Background: an optimization exercise with open tools, aiming at a short achievable clock period and few clock cycles. Do not read the settings as production practice.
The RTL was checked by simulation tests, not by an equivalence proof against the original design.
No activity file was given, so power comes from the tool's default toggle rates.

[flow/design.v]
module dsrb_bridge (
    input  wire        clk,
    input  wire        rst,           
    input  wire        in_valid,
    output wire        in_ready,
    input  wire [15:0] in_data,
    input  wire        in_last,
    output wire        out_valid,
    input  wire        out_ready,
    output wire [15:0] out_data,
    output wire        out_last,
    output wire [1:0]  out_evt,       
    output wire        led_rx,
    output wire        led_tx,
    output wire        reset_line,
    output wire        clk_frozen,
    output wire        uart_en
);
    localparam [5:0] MASK        = 6'd63;    
    localparam [7:0] THRESH      = 8'd24;
    localparam [7:0] EP_IN_SIZE  = 8'd32;
    localparam [7:0] EP_OUT_SIZE = 8'd48;
    localparam [7:0] FLUSH_TICKS = 8'd4;
    localparam [7:0] PULSE_TICKS = 8'd10;
    localparam [2:0] ST_UNATT = 3'd0, ST_POWERED = 3'd1, ST_SUSP = 3'd2,
                     ST_DEFAULT = 3'd3, ST_ADDR = 3'd4, ST_CONF = 3'd5;
    localparam [3:0] RS_OK = 4'h0, RS_NO = 4'h1, RS_PEND = 4'h2, RS_IGN = 4'h3, RS_FAULT = 4'hF;
    localparam [7:0] WMAX   = 8'd56;
    localparam       QDEPTH = 32;            
    reg [7:0]  rxbuf [0:63];
    reg [7:0]  txbuf [0:63];
    reg [5:0]  rxw, rxr, txw, txr;
    reg [5:0]  occ_rx, occ_tx;
    reg [2:0]  dstate, prev;
    reg [7:0]  config_r;
    reg        ien_susp, ien_wake;
    reg        bridge, flush_pend, rx_ovr;
    reg [1:0]  flush_cnt;
    reg [3:0]  pulse_rx, pulse_tx;
    reg [31:0] lc_baud;
    reg        baud_nz;                  
    reg [7:0]  lc_fmt, lc_par, lc_bits;
    reg [15:0] cls;
    reg [3:0]  fault_code;
    reg        fault_multi;
    reg [7:0]  fault_cmd;
    reg [7:0]  pb [0:5];                 
    reg [63:0] rx_pend;
    reg [15:0] iq_data [0:3];
    reg        iq_last [0:3];
    reg        iq_word [0:3];
    reg [5:0]  iq_inc  [0:3];
    reg [2:0]  iq_cnt;
    reg        in_ready_r;
    reg        exp_word;                 
    reg [7:0]  wacc;                     
    reg [3:0]  npush;                    
    reg [3:0]  ntick;                    
    reg [5:0]  ncmd;                     
    reg [6:0]  sum_r;                    
    reg [5:0]  pi_a, pi_b;
    reg [8:0]  tha_0, tha_1, tha_8, tha_i;
    reg [8:0]  thb_0, thb_1, thb_8, thb_i;
    reg        tick_r;                   
    reg [7:0]  refund;                   
    reg        moved_r;
    reg [7:0]  wsub;                     
    assign in_ready = in_ready_r;
    wire acc   = in_valid & in_ready_r;
    wire acc_w = acc & exp_word;
    wire in_is_instep = (in_data[12:8] == 5'h08) & in_data[0];
    wire in_is_getlc  = (in_data[12:8] == 5'h18);
    wire in_is_push   = (in_data[12:8] == 5'h01);
    wire in_is_tick   = (in_data[12:8] == 5'h0A);
    wire [5:0] inc_now = in_is_instep ? pred_i : (in_is_getlc ? 6'd8 : 6'd1);
    wire       flush_may = flush_pend | (ntick != 4'd0);
    wire [5:0] pia_nx = (sum_r >= 7'd29) ? 6'd33 : (sum_r[5:0] + 6'd4);
    wire [5:0] pib_nx = (!flush_may && sum_r < 7'd20) ? 6'd1 : pia_nx;
    wire [5:0] pma_nx = (sum_r >= 7'd28) ? 6'd33 :
                        ((sum_r < 7'd3) ? 6'd8 : (sum_r[5:0] + 6'd5));
    wire [5:0] pmb_nx = (!flush_may && sum_r < 7'd19) ? 6'd8 : pma_nx;
    reg  [5:0] pia_s, pib_s, pma_s, pmb_s;       
    wire [8:0] thb_nx = {1'b0, WMAX} - {3'b000, pmb_s};
    wire [8:0] tha_nx = {1'b0, WMAX} - {3'b000, pma_s};
    reg        tick_r2;
    wire       sel_a = tick_r | tick_r2;
    wire [5:0] pred_i = sel_a ? pi_a : pi_b;
    wire [8:0] th_0 = sel_a ? tha_0 : thb_0;
    wire [8:0] th_1 = sel_a ? tha_1 : thb_1;
    wire [8:0] th_8 = sel_a ? tha_8 : thb_8;
    wire [8:0] th_i = sel_a ? tha_i : thb_i;
    wire [8:0] th_1t = tha_1;
    wire c_0 = ({1'b0, wacc} <= th_0);
    wire c_1 = ({1'b0, wacc} <= th_1);
    wire c_8 = ({1'b0, wacc} <= th_8);
    wire c_i = ({1'b0, wacc} <= th_i);
    wire c_t = ({1'b0, wacc} <= th_1t);
    wire [7:0] wbase = wacc - wsub;
    wire [7:0] wa_0  = wbase;
    wire [7:0] wa_1  = wbase + 8'd1;
    wire [7:0] wa_8  = wbase + 8'd8;
    wire [7:0] wa_i  = wbase + {2'b00, pred_i};
    wire [7:0] wacc_nx = !acc_w ? wa_0 : (in_is_instep ? wa_i : (in_is_getlc ? wa_8 : wa_1));
    wire w_ok = !acc_w ? c_0 : (in_is_instep ? c_i : (in_is_getlc ? c_8 : (in_is_tick ? c_t : c_1)));
    wire iq_ok  = ({1'b0, iq_cnt} + {3'b000, acc}) <= 4'd3;
    wire cmd_ok = ({1'b0, ncmd} + {6'd0, acc_w}) <= (QDEPTH - 2);
    wire exp_word_nx = acc ? in_last : exp_word;
    reg        d_valid, d_word, d_last, d_ok, d_hz;
    reg [15:0] d_cmd;
    reg [7:0]  d_byte;
    reg [2:0]  d_pidx;                   
    reg [5:0]  d_inc;
    reg [3:0]  d_fcode;
    reg        d_op01, d_op04, d_op09, d_op0a, d_op19;   
    reg        f_rxpush, f_rxpop, f_rxocc, f_txpush, f_txpop, f_txocc, f_ringrst,
               f_instep, f_outstep, f_tick, f_csrrd, f_vbus, f_susp, f_wake,
               f_eorst, f_addr, f_setcfg, f_getlc, f_setlc, f_setcls, f_sendbrk,
               f_unsup, f_dev;
    reg [15:0] cur_cmd;
    reg [5:0]  cur_inc;
    reg [7:0]  pcnt;                     
    reg [7:0]  rem;                      
    reg [3:0]  cur_fc;                   
    reg        cur_big;                  
    reg [22:0] cur_ops;
    wire [15:0] h_data = iq_data[0];
    wire        h_last = iq_last[0];
    wire        h_word = iq_word[0];
    wire [5:0]  h_inc  = iq_inc[0];
    wire        iq_ne  = (iq_cnt != 3'd0);
    wire [2:0]  w_port = h_data[15:13];
    wire [4:0]  w_op   = h_data[12:8];
    wire [7:0]  w_d8   = h_data[7:0];
    reg       illegal, owner_ok;
    reg [7:0] resv;
    reg [7:0] w_plen;
    reg [3:0] w_fc;
    always @(*) begin
        illegal  = (w_port == 3'd7) || (w_op >= 5'h0B && w_op <= 5'h0E) || w_op == 5'h16 || w_op == 5'h17;
        case (w_op)
            5'h00:                         owner_ok = 1'b1;
            5'h01:                         owner_ok = (w_port == 3'd0);
            5'h05:                         owner_ok = (w_port == 3'd1);
            5'h02, 5'h03, 5'h04, 5'h06,
            5'h08, 5'h09:                  owner_ok = (w_port == 3'd2);
            5'h07, 5'h10, 5'h11, 5'h12,
            5'h13, 5'h14, 5'h15:           owner_ok = (w_port == 3'd3);
            5'h0A:                         owner_ok = (w_port == 3'd5);
            5'h0F:                         owner_ok = (w_port == 3'd6);
            default:                       owner_ok = (w_port == 3'd4);    
        endcase
        case (w_op)
            5'h07:                                         resv = 8'hFC;
            5'h08, 5'h10:                                  resv = 8'hFE;
            5'h01, 5'h04, 5'h09, 5'h0F, 5'h15,
            5'h1C, 5'h1D, 5'h1E, 5'h1F:                    resv = 8'h00;
            default:                                       resv = 8'hFF;
        endcase
        case (w_op)
            5'h19:                             w_plen = 8'd7;
            5'h1A, 5'h1B:                      w_plen = 8'd2;
            5'h09, 5'h1C, 5'h1D, 5'h1E, 5'h1F: w_plen = w_d8;
            default:                           w_plen = 8'd0;
        endcase
        if (illegal)                          w_fc = 4'd1;
        else if (!owner_ok)                   w_fc = 4'd2;
        else if ((w_d8 & resv) != 8'd0)       w_fc = 4'd3;
        else                                  w_fc = 4'd0;
    end
    wire w_big = (w_op == 5'h09) && (w_d8 > EP_OUT_SIZE);
    wire [22:0] w_ops = {
        ((w_op[4:3] == 2'b10 && w_op[2:1] != 2'b11) || w_op == 5'h19),    
        (w_op[4:2] == 3'b111),                                            
        (w_op == 5'h1B), (w_op == 5'h1A), (w_op == 5'h19), (w_op == 5'h18),  
        (w_op == 5'h15), (w_op == 5'h14), (w_op == 5'h13), (w_op == 5'h12),  
        (w_op == 5'h11), (w_op == 5'h10), (w_op == 5'h0F), (w_op == 5'h0A),  
        (w_op == 5'h09), (w_op == 5'h08), (w_op == 5'h07), (w_op == 5'h06),  
        (w_op == 5'h05), (w_op == 5'h04), (w_op == 5'h03), (w_op == 5'h02),  
        (w_op == 5'h01)};                                                 
    wire [3:0]  fc_word = (w_fc != 4'd0) ? w_fc : ((w_plen != 8'd0) ? 4'd4 : 4'd0);
    wire [3:0]  fc_pay  = (cur_fc != 4'd0) ? cur_fc :
                          ((rem != 8'd1) ? 4'd4 : (cur_big ? 4'd5 : 4'd0));
    wire [3:0]  fcode   = h_word ? fc_word : fc_pay;
    wire        dc_ok   = h_word ? ((w_fc == 4'd0) && (w_plen == 8'd0)) :
                                   ((cur_fc == 4'd0) && (rem == 8'd1) && !cur_big);
    wire [22:0] dc_ops  = h_word ? w_ops : cur_ops;
    wire [22:0] dc_f    = (dc_ok && h_last) ? dc_ops : 23'd0;
    wire [7:0] d8 = d_cmd[7:0];
    wire [5:0] free_tx = ~occ_tx;
    reg        p_valid;
    reg [3:0]  p_status;
    reg        p_v;
    reg [7:0]  p_imm;
    reg [1:0]  p_sel;                    
    reg [5:0]  p_ptr;
    reg [5:0]  p_plen;
    reg        p_lc;
    reg [1:0]  p_evt;
    reg [7:0]  p_idx;
    reg [7:0]  p_rxd, p_txd;             
    reg [5:0]  p_inc;
    reg        o_valid;
    reg [5:0]  o_left;
    reg        o_lc;
    wire       q_empty;
    reg        lc_busy;                  
    wire st_push = d_op01 & d_last & d_hz;    
    wire st_lc   = f_setlc & lc_busy;
    wire go_raw  = d_valid & !st_lc;             
    wire e_go    = go_raw & !st_push;
    wire ex_raw  = go_raw & d_last;
    wire ex      = e_go & d_last;
    wire d_take  = iq_ne & (!d_valid | e_go);
    reg [5:0] sp_addr;
    reg [5:0] sp_room;
    wire ctl_state = (dstate == ST_DEFAULT) || (dstate == ST_ADDR) || (dstate == ST_CONF);
    wire lc_valid  = (pb[4] == 8'd0 || pb[4] == 8'd2) && (pb[5] <= 8'd2) &&
                     (d_byte >= 8'd5 && d_byte <= 8'd8);
    wire pb_baud_nz = (pb[0] != 8'd0) || (pb[1] != 8'd0) || (pb[2] != 8'd0) || (pb[3] != 8'd0);
    reg  rx_full, rx_empty, tx_full, tx_empty;    
    wire [5:0] k  = occ_rx[5] ? 6'd32 : occ_rx;
    wire do_rxpush = f_rxpush & bridge & !rx_full;
    wire do_rxpop  = f_rxpop & !rx_empty;
    wire do_drain  = f_instep & bridge & d8[0] &
                     (occ_rx[5] | (occ_rx[4] & occ_rx[3]) | (flush_pend & !rx_empty));
    wire do_txpush = f_txpush & bridge & !tx_full;
    wire do_txpop  = f_txpop & !tx_empty;
    wire os_fit    = ({2'b00, free_tx} >= d8);
    wire do_outstep = f_outstep & bridge & os_fit;
    reg  [2:0] dv_dstate, dv_prev;
    reg  [7:0] dv_config;
    reg        dv_ien_susp, dv_ien_wake;
    reg        dv_cls_clr, dv_rings_clr, dv_tx_clr, dv_flush_clr, dv_lc_we, dv_baud_nz;
    reg  [3:0] dv_status;
    always @(*) begin
        dv_dstate = dstate; dv_prev = prev; dv_config = config_r;
        dv_ien_susp = ien_susp; dv_ien_wake = ien_wake;
        dv_cls_clr = 1'b0; dv_rings_clr = 1'b0; dv_tx_clr = 1'b0; dv_flush_clr = 1'b0;
        dv_lc_we = 1'b0; dv_baud_nz = baud_nz;
        dv_status = RS_OK;
        if (f_vbus) begin
            if (d8[0]) begin
                if (dstate == ST_UNATT) dv_dstate = ST_POWERED;
                else dv_status = RS_IGN;
            end else begin
                if (dstate == ST_UNATT) dv_status = RS_IGN;
                else begin
                    dv_dstate = ST_UNATT; dv_prev = 3'd0; dv_config = 8'd0;
                    dv_ien_susp = 1'b1; dv_ien_wake = 1'b0;
                    dv_cls_clr = 1'b1; dv_rings_clr = 1'b1;
                end
            end
        end
        if (f_susp) begin
            if (ien_susp && (dstate == ST_POWERED || dstate == ST_DEFAULT ||
                             dstate == ST_ADDR || dstate == ST_CONF)) begin
                dv_prev = dstate; dv_dstate = ST_SUSP;
                dv_ien_susp = 1'b0; dv_ien_wake = 1'b1;
            end else dv_status = RS_IGN;
        end
        if (f_wake) begin
            if (ien_wake && dstate == ST_SUSP) begin
                dv_dstate = (prev == ST_ADDR || prev == ST_CONF) ? prev : ST_POWERED;
                dv_prev = 3'd0;
                dv_ien_susp = 1'b1; dv_ien_wake = 1'b0;
            end else dv_status = RS_IGN;
        end
        if (f_eorst) begin
            dv_dstate = ST_DEFAULT; dv_prev = 3'd0; dv_config = 8'd0;
            dv_ien_susp = 1'b1; dv_ien_wake = 1'b0;
            dv_cls_clr = 1'b1;
        end
        if (f_addr) begin
            if (dstate == ST_DEFAULT) dv_dstate = ST_ADDR;
            else dv_status = RS_IGN;
        end
        if (f_setcfg) begin
            if (dstate == ST_ADDR || dstate == ST_CONF) begin
                if (d8 != 8'd0) begin
                    dv_dstate = ST_CONF; dv_config = d8;
                    dv_rings_clr = 1'b1; dv_flush_clr = 1'b1;
                end else begin
                    dv_dstate = ST_ADDR; dv_config = 8'd0;
                end
            end else dv_status = RS_IGN;
        end
        if (f_setlc) begin
            if (!ctl_state || !lc_valid) dv_status = RS_IGN;
            else begin
                dv_lc_we = 1'b1; dv_baud_nz = pb_baud_nz; dv_tx_clr = 1'b1;
            end
        end
    end
    wire dv_gate   = (dv_dstate == ST_CONF) && dv_baud_nz;
    wire gate_off  = f_dev & bridge & !dv_gate;     
    wire gate_on   = f_dev & !bridge & dv_gate;
    wire clr_rx    = gate_off | (f_dev & dv_rings_clr) | (f_ringrst & d8[0]);
    wire clr_tx    = gate_off | (f_dev & (dv_rings_clr | dv_tx_clr)) | (f_ringrst & d8[1]);
    reg [3:0] r_status;
    reg       r_v;
    reg [7:0] r_imm;
    reg [1:0] r_sel;
    reg [5:0] r_ptr;
    reg [5:0] r_plen;
    reg       r_lc;
    reg [1:0] r_evt;
    always @(*) begin
        r_status = RS_OK; r_v = 1'b0; r_imm = 8'd0; r_sel = 2'd0; r_ptr = rxr;
        r_plen = 6'd0; r_lc = 1'b0; r_evt = 2'b00;
        if (!d_ok) begin
            r_status = RS_FAULT; r_v = 1'b1; r_imm = {4'd0, d_fcode};
        end
        if (f_rxpush && !do_rxpush) r_status = RS_NO;
        if (f_rxpop) begin
            if (!do_rxpop) r_status = RS_NO;
            else begin r_v = 1'b1; r_sel = 2'd1; end
        end
        if (f_rxocc) begin r_v = 1'b1; r_imm = {2'b00, occ_rx}; end
        if (f_txpush && !do_txpush) r_status = RS_NO;
        if (f_txpop) begin
            if (!do_txpop) r_status = RS_NO;
            else begin r_v = 1'b1; r_sel = 2'd2; end
        end
        if (f_txocc) begin r_v = 1'b1; r_imm = {2'b00, occ_tx}; end
        if (f_instep) begin
            if (!do_drain) r_status = RS_NO;
            else begin r_v = 1'b1; r_imm = {2'b00, k}; r_plen = k; end
        end
        if (f_outstep) begin
            if (!bridge) r_status = RS_NO;
            else if (os_fit) begin r_v = 1'b1; r_imm = d8; end
            else begin r_status = RS_PEND; r_v = 1'b1; r_imm = {2'b00, free_tx}; end
        end
        if (f_csrrd) begin r_v = 1'b1; r_sel = 2'd3; end
        if (f_getlc) begin
            if (!ctl_state) r_status = RS_IGN;
            else begin r_v = 1'b1; r_imm = 8'd7; r_plen = 6'd7; r_lc = 1'b1; end
        end
        if (f_setcls || f_sendbrk) begin
            if (!ctl_state) r_status = RS_IGN;
        end
        if (f_unsup) r_status = RS_IGN;
        if (f_dev) r_status = dv_status;
        if (f_eorst) r_evt = 2'b10;
        if (f_setlc && dv_lc_we) r_evt = 2'b01;
    end
    wire [63:0] drain_mask;
    genvar gi;
    generate
        for (gi = 0; gi < 64; gi = gi + 1) begin : g_dm
            localparam [5:0] IDX = gi;
            wire [5:0] off = IDX - rxr;
            assign drain_mask[gi] = occ_rx[5] ? !off[5] : (off < occ_rx);
        end
    endgenerate
    reg [7:0] csr;
    always @(*) begin
        case (p_idx)
            8'h00: csr = {2'b00, rxw};
            8'h01: csr = {2'b00, rxr};
            8'h02: csr = {2'b00, txw};
            8'h03: csr = {2'b00, txr};
            8'h04: csr = {1'b0, prev, 1'b0, dstate};
            8'h05: csr = {4'b0000, 1'b1, ien_wake, ien_susp, 1'b1};
            8'h06: csr = config_r;
            8'h07: csr = {5'b00000, rx_ovr, flush_pend, bridge};
            8'h08: csr = {6'd0, flush_cnt};
            8'h09: csr = {4'd0, pulse_rx};
            8'h0A: csr = {4'd0, pulse_tx};
            8'h0B: csr = {3'b000, baud_nz, (dstate == ST_SUSP), cls[0],
                          (pulse_tx != 4'd0), (pulse_rx != 4'd0)};
            8'h0C: csr = {fault_multi, 3'b000, fault_code};
            8'h0D: csr = fault_cmd;
            8'h10: csr = lc_baud[7:0];
            8'h11: csr = lc_baud[15:8];
            8'h12: csr = lc_baud[23:16];
            8'h13: csr = lc_baud[31:24];
            8'h14: csr = lc_fmt;
            8'h15: csr = lc_par;
            8'h16: csr = lc_bits;
            8'h18: csr = cls[7:0];
            8'h19: csr = cls[15:8];
            8'h20: csr = {2'b00, MASK};
            8'h21: csr = {2'b00, MASK};
            8'h22: csr = THRESH;
            8'h23: csr = EP_IN_SIZE;
            8'h24: csr = EP_OUT_SIZE;
            8'h25: csr = FLUSH_TICKS;
            8'h26: csr = PULSE_TICKS;
            default: csr = 8'h00;
        endcase
    end
    reg [7:0] p_data;
    always @(*) begin
        case (p_sel)
            2'd0: p_data = p_imm;
            2'd1: p_data = p_rxd;
            2'd2: p_data = p_txd;
            default: p_data = csr;
        endcase
    end
    wire [4:0] p_lvl = {baud_nz, (dstate == ST_SUSP), cls[0], (pulse_tx != 4'd0), (pulse_rx != 4'd0)};
    localparam QW = 28;
    reg [QW-1:0] q_mem [0:QDEPTH-1];
    reg [4:0]    q_wp, q_rp;
    reg [5:0]    q_cnt;
    assign q_empty = (q_cnt == 6'd0);
    wire [QW-1:0] q_in = {p_status, p_v, p_data, p_evt, p_lvl, (p_plen != 6'd0), p_lc, p_ptr};
    wire [QW-1:0] q_hd = q_mem[q_rp];
    wire [3:0] qh_status = q_hd[27:24];
    wire       qh_v      = q_hd[23];
    wire [7:0] qh_data   = q_hd[22:15];
    wire [1:0] qh_evt    = q_hd[14:13];
    wire [4:0] qh_lvl    = q_hd[12:8];
    wire       qh_pay    = q_hd[7];
    wire       qh_lc     = q_hd[6];
    wire [5:0] qh_ptr    = q_hd[5:0];
    reg [15:0] o_data;
    reg        o_last;
    reg [1:0]  o_evt;
    reg [4:0]  o_lvl;
    reg [5:0]  o_ptr;
    reg [2:0]  o_lci;
    assign out_valid  = o_valid;
    assign out_data   = o_data;
    assign out_last   = o_last;
    assign out_evt    = o_evt;
    assign led_rx     = o_lvl[0];
    assign led_tx     = o_lvl[1];
    assign reset_line = o_lvl[2];
    assign clk_frozen = o_lvl[3];
    assign uart_en    = o_lvl[4];
    reg [7:0] lc_byte;
    always @(*) begin
        case (o_lci)
            3'd0: lc_byte = lc_baud[7:0];
            3'd1: lc_byte = lc_baud[15:8];
            3'd2: lc_byte = lc_baud[23:16];
            3'd3: lc_byte = lc_baud[31:24];
            3'd4: lc_byte = lc_fmt;
            3'd5: lc_byte = lc_par;
            default: lc_byte = lc_bits;
        endcase
    end
    wire [7:0] pay_byte = o_lc ? lc_byte : rxbuf[o_ptr];
    wire o_adv   = !o_valid | out_ready;
    wire o_moved = o_valid & out_ready;
    wire o_pay   = o_adv & (o_left != 6'd0);
    wire q_pop   = o_adv & (o_left == 6'd0) & !q_empty;
    integer i;
    always @(posedge clk) begin
        if (e_go && d_op01 && d_last)
            rxbuf[rxw] <= d8;
        if (go_raw && d_op04 && d_word && d_last)
            txbuf[txw] <= d8;
        else if (go_raw && !d_word && d_op09 && (sp_room != 6'd0))
            txbuf[sp_addr] <= d_byte;
        if (go_raw && !d_word && d_pidx < 3'd6)
            pb[d_pidx] <= d_byte;
    end
    always @(posedge clk) begin
        if (rst) begin
            in_ready_r <= 1'b0;
            exp_word <= 1'b1;
            iq_cnt <= 3'd0;
            wacc <= 8'd0; npush <= 4'd0; ntick <= 4'd0; ncmd <= 6'd0;
            sum_r <= 7'd0; pi_a <= 6'd33; pi_b <= 6'd33; tick_r <= 1'b0; tick_r2 <= 1'b0;
            pia_s <= 6'd33; pib_s <= 6'd33; pma_s <= 6'd33; pmb_s <= 6'd33;
            tha_0 <= 9'd0; tha_1 <= 9'd0; tha_8 <= 9'd0; tha_i <= 9'd0;
            thb_0 <= 9'd0; thb_1 <= 9'd0; thb_8 <= 9'd0; thb_i <= 9'd0;
            refund <= 8'd0; moved_r <= 1'b0; wsub <= 8'd0;
            rem <= 8'd0; cur_fc <= 4'd0; cur_big <= 1'b0; cur_ops <= 23'd0;
            d_valid <= 1'b0;
            cur_cmd <= 16'd0; cur_inc <= 6'd0; pcnt <= 8'd0;
            sp_addr <= 6'd0; sp_room <= 6'd0;
            p_valid <= 1'b0;
            q_wp <= 5'd0; q_rp <= 5'd0; q_cnt <= 6'd0;
            o_valid <= 1'b0; o_left <= 6'd0; o_lc <= 1'b0; o_ptr <= 6'd0; o_lci <= 3'd0;
            o_data <= 16'd0; o_last <= 1'b0; o_evt <= 2'b00; o_lvl <= 5'd0;
            lc_busy <= 1'b0;
            rx_pend <= 64'd0;
            rxw <= 6'd0; rxr <= 6'd0; txw <= 6'd0; txr <= 6'd0;
            occ_rx <= 6'd0; occ_tx <= 6'd0;
            rx_full <= 1'b0; rx_empty <= 1'b1; tx_full <= 1'b0; tx_empty <= 1'b1;
            dstate <= ST_UNATT; prev <= 3'd0; config_r <= 8'd0;
            ien_susp <= 1'b1; ien_wake <= 1'b0;
            bridge <= 1'b0; flush_pend <= 1'b0; rx_ovr <= 1'b0;
            flush_cnt <= 2'd0; pulse_rx <= 4'd0; pulse_tx <= 4'd0;
            lc_baud <= 32'd0; baud_nz <= 1'b0; lc_fmt <= 8'd0; lc_par <= 8'd0; lc_bits <= 8'd0;
            cls <= 16'd0;
            fault_code <= 4'd0; fault_multi <= 1'b0; fault_cmd <= 8'd0;
        end else begin
            for (i = 0; i < 4; i = i + 1) begin
                if (d_take) begin
                    if (acc && iq_cnt == i + 1) begin
                        iq_data[i] <= in_data; iq_last[i] <= in_last;
                        iq_word[i] <= exp_word; iq_inc[i] <= inc_now;
                    end else if (i < 3) begin
                        iq_data[i] <= iq_data[i+1]; iq_last[i] <= iq_last[i+1];
                        iq_word[i] <= iq_word[i+1]; iq_inc[i] <= iq_inc[i+1];
                    end
                end else if (acc && iq_cnt == i) begin
                    iq_data[i] <= in_data; iq_last[i] <= in_last;
                    iq_word[i] <= exp_word; iq_inc[i] <= inc_now;
                end
            end
            iq_cnt <= iq_cnt + {2'd0, acc} - {2'd0, d_take};
            exp_word <= exp_word_nx;
            in_ready_r <= iq_ok && cmd_ok && (!exp_word_nx || w_ok);
            moved_r <= o_moved;
            refund  <= p_valid ? ({2'b00, p_inc} - {2'b00, p_plen} - 8'd1) : 8'd0;
            wacc    <= wacc_nx;
            wsub    <= refund + {7'd0, moved_r};
            sum_r   <= {1'b0, occ_rx} + {3'b000, npush};
            tick_r  <= acc_w & in_is_tick;
            tick_r2 <= tick_r;
            pia_s   <= pia_nx;
            pib_s   <= pib_nx;
            pma_s   <= pma_nx;
            pmb_s   <= pmb_nx;
            pi_a    <= pia_s;
            pi_b    <= pib_s;
            tha_0   <= tha_nx;
            tha_1   <= tha_nx - 9'd1;
            tha_8   <= tha_nx - 9'd8;
            tha_i   <= tha_nx - {3'b000, pia_s};
            thb_0   <= thb_nx;
            thb_1   <= thb_nx - 9'd1;
            thb_8   <= thb_nx - 9'd8;
            thb_i   <= thb_nx - {3'b000, pib_s};
            npush <= npush + {3'd0, acc_w & in_is_push} - {3'd0, ex & d_op01};
            ntick <= ntick + {3'd0, acc_w & in_is_tick} - {3'd0, ex & d_op0a};
            ncmd <= ncmd + {5'd0, acc_w} - {5'd0, q_pop};
            if (d_take) begin
                d_valid <= 1'b1;
                d_word  <= h_word;
                d_last  <= h_last;
                d_cmd   <= h_word ? h_data : cur_cmd;
                d_byte  <= h_data[7:0];
                d_pidx  <= (pcnt > 8'd6) ? 3'd7 : pcnt[2:0];
                d_inc   <= h_word ? h_inc : cur_inc;
                d_fcode <= fcode;
                d_ok    <= dc_ok;
                d_op01  <= h_word ? w_ops[0] : cur_ops[0];
                d_op0a  <= h_word ? w_ops[9] : cur_ops[9];
                d_op04  <= h_word ? w_ops[3] : cur_ops[3];
                d_op09  <= h_word ? w_ops[8] : cur_ops[8];
                d_op19  <= h_word ? w_ops[18] : cur_ops[18];
                d_hz    <= rx_pend[rxw] | (d_valid & d_op01 & d_last & rx_pend[rxw + 6'd1]) |
                           ((f_ringrst | f_dev) & rx_pend[0]);
                {f_dev, f_unsup, f_sendbrk, f_setcls, f_setlc, f_getlc, f_setcfg, f_addr,
                 f_eorst, f_wake, f_susp, f_vbus, f_csrrd, f_tick, f_outstep, f_instep,
                 f_ringrst, f_txocc, f_txpop, f_txpush, f_rxocc, f_rxpop, f_rxpush} <= dc_f;
                if (h_word) begin
                    cur_cmd <= h_data;
                    cur_inc <= h_inc;
                    pcnt    <= 8'd0;
                    rem     <= w_plen;
                    cur_fc  <= w_fc;
                    cur_big <= w_big;
                    cur_ops <= w_ops;
                end else begin
                    pcnt <= pcnt + 8'd1;
                    rem  <= rem - 8'd1;
                end
            end else if (e_go) begin
                d_valid <= 1'b0;
                {f_dev, f_unsup, f_sendbrk, f_setcls, f_setlc, f_getlc, f_setcfg, f_addr,
                 f_eorst, f_wake, f_susp, f_vbus, f_csrrd, f_tick, f_outstep, f_instep,
                 f_ringrst, f_txocc, f_txpop, f_txpush, f_rxocc, f_rxpop, f_rxpush} <= 23'd0;
            end else begin
                d_hz <= rx_pend[rxw];
            end
            if (go_raw && d_word && !d_last) begin
                sp_addr <= txw;
                sp_room <= free_tx;
            end else if (go_raw && !d_word) begin
                sp_addr <= sp_addr + 6'd1;
                if (sp_room != 6'd0) sp_room <= sp_room - 6'd1;
            end
            rx_pend <= (rx_pend & ~((o_pay && !o_lc) ? (64'd1 << o_ptr) : 64'd0))
                     | ((ex_raw && do_drain) ? drain_mask : 64'd0);
            if (ex_raw && clr_rx) begin
                rxw <= 6'd0; rxr <= 6'd0; occ_rx <= 6'd0;
                rx_full <= 1'b0; rx_empty <= 1'b1;
            end else if (ex && do_rxpush) begin
                rxw <= rxw + 6'd1; occ_rx <= occ_rx + 6'd1;
                rx_full <= (occ_rx == 6'd62); rx_empty <= 1'b0;
            end else if (ex_raw && do_rxpop) begin
                rxr <= rxr + 6'd1; occ_rx <= occ_rx - 6'd1;
                rx_full <= 1'b0; rx_empty <= (occ_rx == 6'd1);
            end else if (ex_raw && do_drain) begin
                rxr <= occ_rx[5] ? {~rxr[5], rxr[4:0]} : rxw;
                occ_rx <= occ_rx[5] ? {1'b0, occ_rx[4:0]} : 6'd0;
                rx_full <= 1'b0; rx_empty <= !occ_rx[5] || (occ_rx[4:0] == 5'd0);
            end
            if (ex_raw && f_rxpush && bridge && rx_full) rx_ovr <= 1'b1;
            if (ex_raw && clr_tx) begin
                txw <= 6'd0; txr <= 6'd0; occ_tx <= 6'd0;
                tx_full <= 1'b0; tx_empty <= 1'b1;
            end else if (ex_raw && do_txpush) begin
                txw <= txw + 6'd1; occ_tx <= occ_tx + 6'd1;
                tx_full <= (occ_tx == 6'd62); tx_empty <= 1'b0;
            end else if (ex_raw && do_txpop) begin
                txr <= txr + 6'd1; occ_tx <= occ_tx - 6'd1;
                tx_full <= 1'b0; tx_empty <= (occ_tx == 6'd1);
            end else if (ex_raw && do_outstep) begin
                txw <= txw + d8[5:0]; occ_tx <= occ_tx + d8[5:0];
                tx_full <= (d8[5:0] == free_tx); tx_empty <= tx_empty && (d8[5:0] == 6'd0);
            end
            if (ex_raw) begin
                if (gate_off || (f_dev && dv_flush_clr)) begin
                    flush_cnt <= 2'd0; flush_pend <= 1'b0;
                end else if (do_drain) begin
                    flush_pend <= 1'b0;
                end else if (f_tick && bridge) begin
                    if (flush_cnt == 2'd3) flush_pend <= 1'b1;
                    flush_cnt <= flush_cnt + 2'd1;
                end
                if (gate_off) pulse_rx <= 4'd0;
                else if (do_rxpop || do_drain) pulse_rx <= PULSE_TICKS[3:0];
                else if (f_tick && pulse_rx != 4'd0) pulse_rx <= pulse_rx - 4'd1;
                if (gate_off) pulse_tx <= 4'd0;
                else if (do_txpush || (do_outstep && d8 != 8'd0)) pulse_tx <= PULSE_TICKS[3:0];
                else if (f_tick && pulse_tx != 4'd0) pulse_tx <= pulse_tx - 4'd1;
            end
            if (ex_raw && f_dev) begin
                dstate <= dv_dstate; prev <= dv_prev; config_r <= dv_config;
                ien_susp <= dv_ien_susp; ien_wake <= dv_ien_wake;
                baud_nz <= dv_baud_nz;
                if (gate_off) bridge <= 1'b0;
                else if (gate_on) bridge <= 1'b1;
                if (dv_lc_we) begin
                    lc_baud <= {pb[3], pb[2], pb[1], pb[0]};
                    lc_fmt <= pb[4]; lc_par <= pb[5]; lc_bits <= d_byte;
                end
                if (dv_cls_clr) cls <= 16'd0;
            end
            if (ex_raw && f_setcls && ctl_state) cls <= {d_byte, pb[0]};
            if (ex_raw && !d_ok) begin
                if (fault_code == 4'd0) begin
                    fault_code <= d_fcode;
                    fault_cmd  <= d_cmd[15:8];
                end else begin
                    fault_multi <= 1'b1;
                end
            end
            p_valid <= ex;
            if (ex) begin
                p_status <= r_status;
                p_v      <= r_v;
                p_imm    <= r_imm;
                p_sel    <= r_sel;
                p_ptr    <= r_ptr;
                p_plen   <= r_plen;
                p_lc     <= r_lc;
                p_evt    <= r_evt;
                p_idx    <= d8;
                p_rxd    <= rxbuf[rxr];
                p_txd    <= txbuf[txr];
                p_inc    <= d_inc;
            end
            if (p_valid) begin
                q_mem[q_wp] <= q_in;
                q_wp <= q_wp + 5'd1;
            end
            q_cnt <= q_cnt + {5'd0, p_valid} - {5'd0, q_pop};
            if (q_pop) q_rp <= q_rp + 5'd1;
            lc_busy <= p_valid | !q_empty | (o_left != 6'd0) | (d_valid & d_last & !d_op19);
            if (o_pay) begin
                o_valid <= 1'b1;
                o_data  <= {8'h00, pay_byte};
                o_last  <= (o_left == 6'd1);
                o_evt   <= 2'b00;
                o_left  <= o_left - 6'd1;
                o_ptr   <= o_ptr + 6'd1;
                o_lci   <= o_lci + 3'd1;
            end else if (q_pop) begin
                o_valid <= 1'b1;
                o_data  <= {qh_status, 3'b000, qh_v, qh_data};
                o_last  <= !qh_pay;
                o_evt   <= qh_evt;
                o_lvl   <= qh_lvl;
                o_left  <= qh_pay ? qh_data[5:0] : 6'd0;
                o_lc    <= qh_lc;
                o_ptr   <= qh_ptr;
                o_lci   <= 3'd0;
            end else if (o_adv) begin
                o_valid <= 1'b0;
            end
        end
    end
endmodule
[flow/flow/run.sh]
#!/bin/bash
set -euo pipefail
MARGIN=${MARGIN:-6.5}
bash standard.sh SETUP_SLACK_MARGIN=$MARGIN finish > run_make.log 2>&1
[flow/standard.sh]
#!/bin/bash
# synth_recipe.tcl (not shown) runs the flow's synth.tcl, then flattens the netlist and writes it again
# the make line also repeats each setting of config.mk as NAME=value (left out here)
make -C /OpenROAD-flow-scripts/flow DESIGN_CONFIG=/design/flow/config.mk WORK_HOME=/design/flow/orfs CLKGATE_MAP_FILE= SYNTH_SCRIPT=/design/flow/synth_recipe.tcl "${@:-finish}"
[flow/config.mk]
export PLATFORM = sky130hd
export DESIGN_NAME = dsrb_bridge
export DESIGN_NICKNAME = dsrb_bridge
export VERILOG_FILES = /design/flow/design.v
export SDC_FILE = /design/flow/constraint.sdc
export NUM_CORES = 4
export LEC_CHECK = 0
export ABC_CLOCK_PERIOD_IN_PS = 3000
export CAP_MARGIN = 20
export CORE_MARGIN = 2
export CORE_UTILIZATION = 50
export PLACE_DENSITY = 0.65
export SETUP_SLACK_MARGIN = 5
export SLEW_MARGIN = 20
[flow/constraint.sdc]
create_clock -name core_clock -period 9.0 [get_ports {clk}]
set_input_delay 1.8000 -clock core_clock [delete_from_list [all_inputs] [get_ports {clk}]]
set_output_delay 1.8000 -clock core_clock [all_outputs]
set_load 0.01 [all_outputs]
==> reports/qor.tcl <==
set qor(setup.worst_path.class) {flip-flop to output pin}
set qor(synth.distinct_cells) 92
set qor(finalHoldViolations) 0
set qor(drt_iter0_markers) 11100
set qor(layout.filler_cells) 15500
set qor(cellLeakagePower_nw) 52.6
set qor(hold_path_class) {flip-flop to flip-flop}
set qor(finish.net_count) 9318
set qor(final.min_clock_period_ns) 3.35
set qor(synth.mux.area_fraction_pct) 16.5
set qor(worst_setup_path_end_kind) {output pin}
set qor(synth.avg_cell_area_sq_um) 15.3
set qor(worst-endpoint-arrival_ns) 1.55
set qor(h_tree_levels) 5
set qor(cp_top_family) {flip-flops}
set qor(initial_util_pct) 50.3
set qor(number_of_sinks_on_the_clock_net) 2668
set qor(design.portCount) 47
set qor(report.final.setup_viol) 0
set qor(status) {complete, no violations}
set qor(synthCells) 7829
set qor(fin_skew_ns) 0.0802
set qor(synth_fa_ha_area_share_pct) 3.60
set qor(tritoncts) {done}
set qor(route.detailed.drc) 0
set qor(slew_headroom_pct) 16.5
set qor(synth-seq-area-share_pct) 62.8
set qor(postRouteAntennaNets) 0
set qor(synthArstFlopShare_pct) 0
set qor(clockBufferDepth) 4
set qor(worst-slew-pin-transition_ns) 1.25
set qor(detail_route.first_pass.iterations) 9
set qor(worst_path_largest_cell_delay_ns) 0.44
set qor(detail_route.vias_per_cell) 6.65
set qor(routed-via-count) 82200
set qor(die_h_um) 493
set qor(worst_path_maximum_fanout) 2
set qor(ys_dominant_reg_cell) {sky130_fd_sc_hd__edfxtp_1}
set qor(drive_above_1_share_pct) 39.6
set qor(dp_hpwl_um) 202000
set qor(synth_compound_area_share_pct) 6.50
set qor(ys.warnings.count) 5
set qor(fin_crit_sh_pct) 37.2
set qor(grt_first_pass_wirelength_um) 563000
set qor(largest_family_of_logic_cells_by_synthesized_area) {multiplexers}
set qor(multiInputGateArea_sq_mm) 0.0493
set qor(floorplan.rows) 179
set qor(grt_pass1_vias) 79100
set qor(crit_chain) {buf_6}
set qor(post_layout_util_pct) 65.7
set qor(ir_worst_vdd_mv) 0.197
set qor(grt_max_degree) 86
set qor(grtUsageTotal_pct) 32.0
set qor(globalRoute.totalOverflow) 0
set qor(worst_ep_required_time_ns) 7.20
set qor(fin_tns_setup_ns) 0
set qor(startpoint_type) {flip-flop}
set qor(powerDensity_mw_per_mm2) 254
set qor(slew_viol_final) 0
set qor(core_area_sq_mm) 0.238
set qor(achievable-frequency_mhz) 298
set qor(yosys.area_share.simple_pct) 6.99
set qor(clock-root-buffer) {sky130_fd_sc_hd__clkbuf_16}
set qor(critPathSlowestCell) {sky130_fd_sc_hd__dfxtp_4}
set qor(path_clk_slew_ns) 0.07
set qor(worst_skew_pair.late_latency_ns) 0.99
set qor(register_area_sq_mm) 0.0752
set qor(place.port_buffers) 43
set qor(synth-edff-count) 2159
set qor(grt_antenna_before_repair) 20
set qor(cts-hold-fix-buffers) 0
set qor(synth.ff_latch_count) 2668
set qor(area_growth_syn_to_layout_pct) 30.7
set qor(die_w_um) 493
set qor(gp_routability_congestion) 0.933
set qor(grt_setup_unrepaired) {true}
set qor(total_die_area_sq_mm) 0.243
set qor(cts-buffers-inserted) 299
set qor(wl_per_cell_um) 33.5
set qor(cp_buf_inv_count) 1
set qor(synth_xor_xnor_area_share_pct) 1.18
set qor(finalWirelength_um) 414000
set qor(synth.cell_area_sq_mm) 0.119
set qor(drv.max_cap_violation_count) 0
-- what timing repair did --
action,in CTS,in global routing
gates cloned,129,56
setup endpoints to repair,3388,2076
buffers inserted,697,234
gates resized for setup,1300,683
pin swaps,359,413
hold endpoints to repair,0,0
-- cells in the mapped netlist (16+ instances only) --
cell type / count / share of area (%)
sky130_fd_sc_hd__mux2i_1: 117 / 0.98
sky130_fd_sc_hd__a211oi_1: 63 / 0.40
sky130_fd_sc_hd__o32ai_1: 42 / 0.31
sky130_fd_sc_hd__xnor2_1: 106 / 0.78
sky130_fd_sc_hd__a31oi_1: 33 / 0.17
sky130_fd_sc_hd__nand2b_1: 39 / 0.20
sky130_fd_sc_hd__nand3b_1: 16 / 0.10
sky130_fd_sc_hd__dfxtp_1: 509 / 8.5
sky130_fd_sc_hd__ha_1: 323 / 3.4
sky130_fd_sc_hd__xor2_1: 55 / 0.40
sky130_fd_sc_hd__nor4_1: 33 / 0.17
sky130_fd_sc_hd__inv_1: 248 / 0.78
sky130_fd_sc_hd__a22oi_1: 128 / 0.80
sky130_fd_sc_hd__and3_1: 44 / 0.23
sky130_fd_sc_hd__a222oi_1: 16 / 0.13
sky130_fd_sc_hd__o22ai_1: 56 / 0.29
sky130_fd_sc_hd__a221oi_1: 38 / 0.28
sky130_fd_sc_hd__nor3b_1: 16 / 0.10
sky130_fd_sc_hd__nor2b_1: 105 / 0.55
sky130_fd_sc_hd__buf_1: 55 / 0.17
sky130_fd_sc_hd__nand2_1: 554 / 1.7
sky130_fd_sc_hd__nor2_1: 625 / 2.0
sky130_fd_sc_hd__a21o_1: 86 / 0.54
sky130_fd_sc_hd__nand3_1: 93 / 0.39
sky130_fd_sc_hd__nand4_1: 34 / 0.18
sky130_fd_sc_hd__and2_1: 27 / 0.14
sky130_fd_sc_hd__mux2_2: 67 / 0.63
sky130_fd_sc_hd__mux4_2: 792 / 15
sky130_fd_sc_hd__nor3_1: 130 / 0.54
sky130_fd_sc_hd__edfxtp_1: 2159 / 54
sky130_fd_sc_hd__clkbuf_1: 306 / 0.96
sky130_fd_sc_hd__or3_1: 27 / 0.14
sky130_fd_sc_hd__a21oi_1: 345 / 1.4
sky130_fd_sc_hd__or2_2: 28 / 0.15
sky130_fd_sc_hd__buf_2: 84 / 0.35
sky130_fd_sc_hd__a22o_1: 18 / 0.13
sky130_fd_sc_hd__o21ai_0: 133 / 0.56
sky130_fd_sc_hd__a211o_1: 34 / 0.25
-- path summary, 6_finish.rpt --
kind	slack (ns)	cells past startpoint	startpoint	end
max reg2reg	5.86	16	f_setlc	rxbuf[0][7]
min reg2reg	0.42	0	d_inc[0]	p_inc[0]
min	0.42	0	d_inc[0]	p_inc[0]
max	5.65	1	o_data[6]	out_data[6]
-- per-stage QoR --
stage	setup WS (ns)	std cells	total power, W	cell area, sq um	hold slack, ns
after detailed placement	3.97	10700	0.0237	125000	0.406
after floorplan	4.44	7833	0.0213	122000	0.400
final	5.65	12400	0.0397	156000	0.418
after global routing	5.65	12300	0.0409	156000	0.427
after CTS	5.65	12000	0.0381	150000	0.420
after global placement	3.99	10700	0.0236	125000	0.410
-- per-layer routing --
layer | vias up | wire length [um] | global-route usage, %
li1 | 33300 | - | -
met1 | 41800 | 147000 | 41.8
met2 | 5556 | 192000 | 49.9
met3 | 1455 | 45500 | 7.12
met4 | 18 | 29400 | 18.0
met5 | - | 136 | 0
-- cell families (layout without fill, tap and decap cells) --
kind of cell    after synthesis  after routing
flops                      2668           2668
simple gates               1820           1826
compound gates             1156           1182
mux                         976            983
buf+inv                     711           2014
fa+ha+maj                   336            336
xor+xnor                    161            161
other cells                   1             15
-- layout make-up --
| class | count | share of cell area [%] |
|---|---|---|
| timing repair buffer | 1243 | 11.1 |
| tap | 3167 | 2.54 |
| clock buffer | 398 | 5.28 |
| clock inverter | 117 | 0.639 |
| multi-input combinational | 4493 | 31.6 |
| sequential | 2668 | 48.2 |
| timing repair inverter | 4 | 0.0256 |
| inverter | 252 | 0.671 |
| antenna | 10 | 0.0160 |
-- cells in the final DEF, fill, tap and decap left out, types with 88 or more instances in the layout --
| cell type | netlist | routed |
|---|---|---|
| sky130_fd_sc_hd__a22oi_1 | 128 | 117 |
| sky130_fd_sc_hd__mux4_2 | 792 | 792 |
| sky130_fd_sc_hd__nor2_4 | 0 | 191 |
| sky130_fd_sc_hd__nor2_1 | 625 | 411 |
| sky130_fd_sc_hd__buf_6 | 6 | 306 |
| sky130_fd_sc_hd__a21oi_1 | 345 | 230 |
| sky130_fd_sc_hd__buf_12 | 0 | 269 |
| sky130_fd_sc_hd__ha_1 | 323 | 259 |
| sky130_fd_sc_hd__clkbuf_16 | 0 | 333 |
| sky130_fd_sc_hd__inv_1 | 248 | 202 |
| sky130_fd_sc_hd__nand2_1 | 554 | 460 |
| sky130_fd_sc_hd__edfxtp_1 | 2159 | 2159 |
| sky130_fd_sc_hd__nor2b_1 | 105 | 88 |
| sky130_fd_sc_hd__dfxtp_1 | 509 | 439 |
| sky130_fd_sc_hd__buf_4 | 7 | 456 |
-- registers in the layout (all words and copies together), names as in the netlist, 24 cells and up, named ones only --
signal and cells:
iq_inc 24, pb 48, txbuf 512, rxbuf 512
iq_data 64, rx_pend 64, lc_baud 32, q_mem 864
-- where the power goes --
group	internal [W]	switching, W	total (W)	leakage [nW]
registers	0.0149	0.000801	0.0157	23.7
clock network	0.00685	0.00498	0.0118	4.55
logic	0.00552	0.00672	0.0122	24.4
Testbench counts, summed over its fixed seeds: cycles 36,663.

separate check: timing with driven ports:
Ports are ideal in the flow. The routed layout listed here was re-timed in OpenROAD. Step 1 sets driving cells, clkbuf_16 on the clock port and buf_2 on the other inputs (assumed; they add their load-dependent delay and slew). Step 2 moves the port delays by t, midway between the first and last clock arrival at a register: inputs arrive t later, outputs are due t later. That takes back most of the time a late clock gives input paths. a / b / c = ideal ports / drivers / drivers and shift; a / b = the first two.
t, ns: 1.039
setup WS [ns]: 5.648 / 5.564 / 4.958
worst setup path at the end: input to register
After both steps this run still meets setup and hold. The setup slack of this run moves by -0.084 ns with the drivers and by -0.690 ns with both steps.
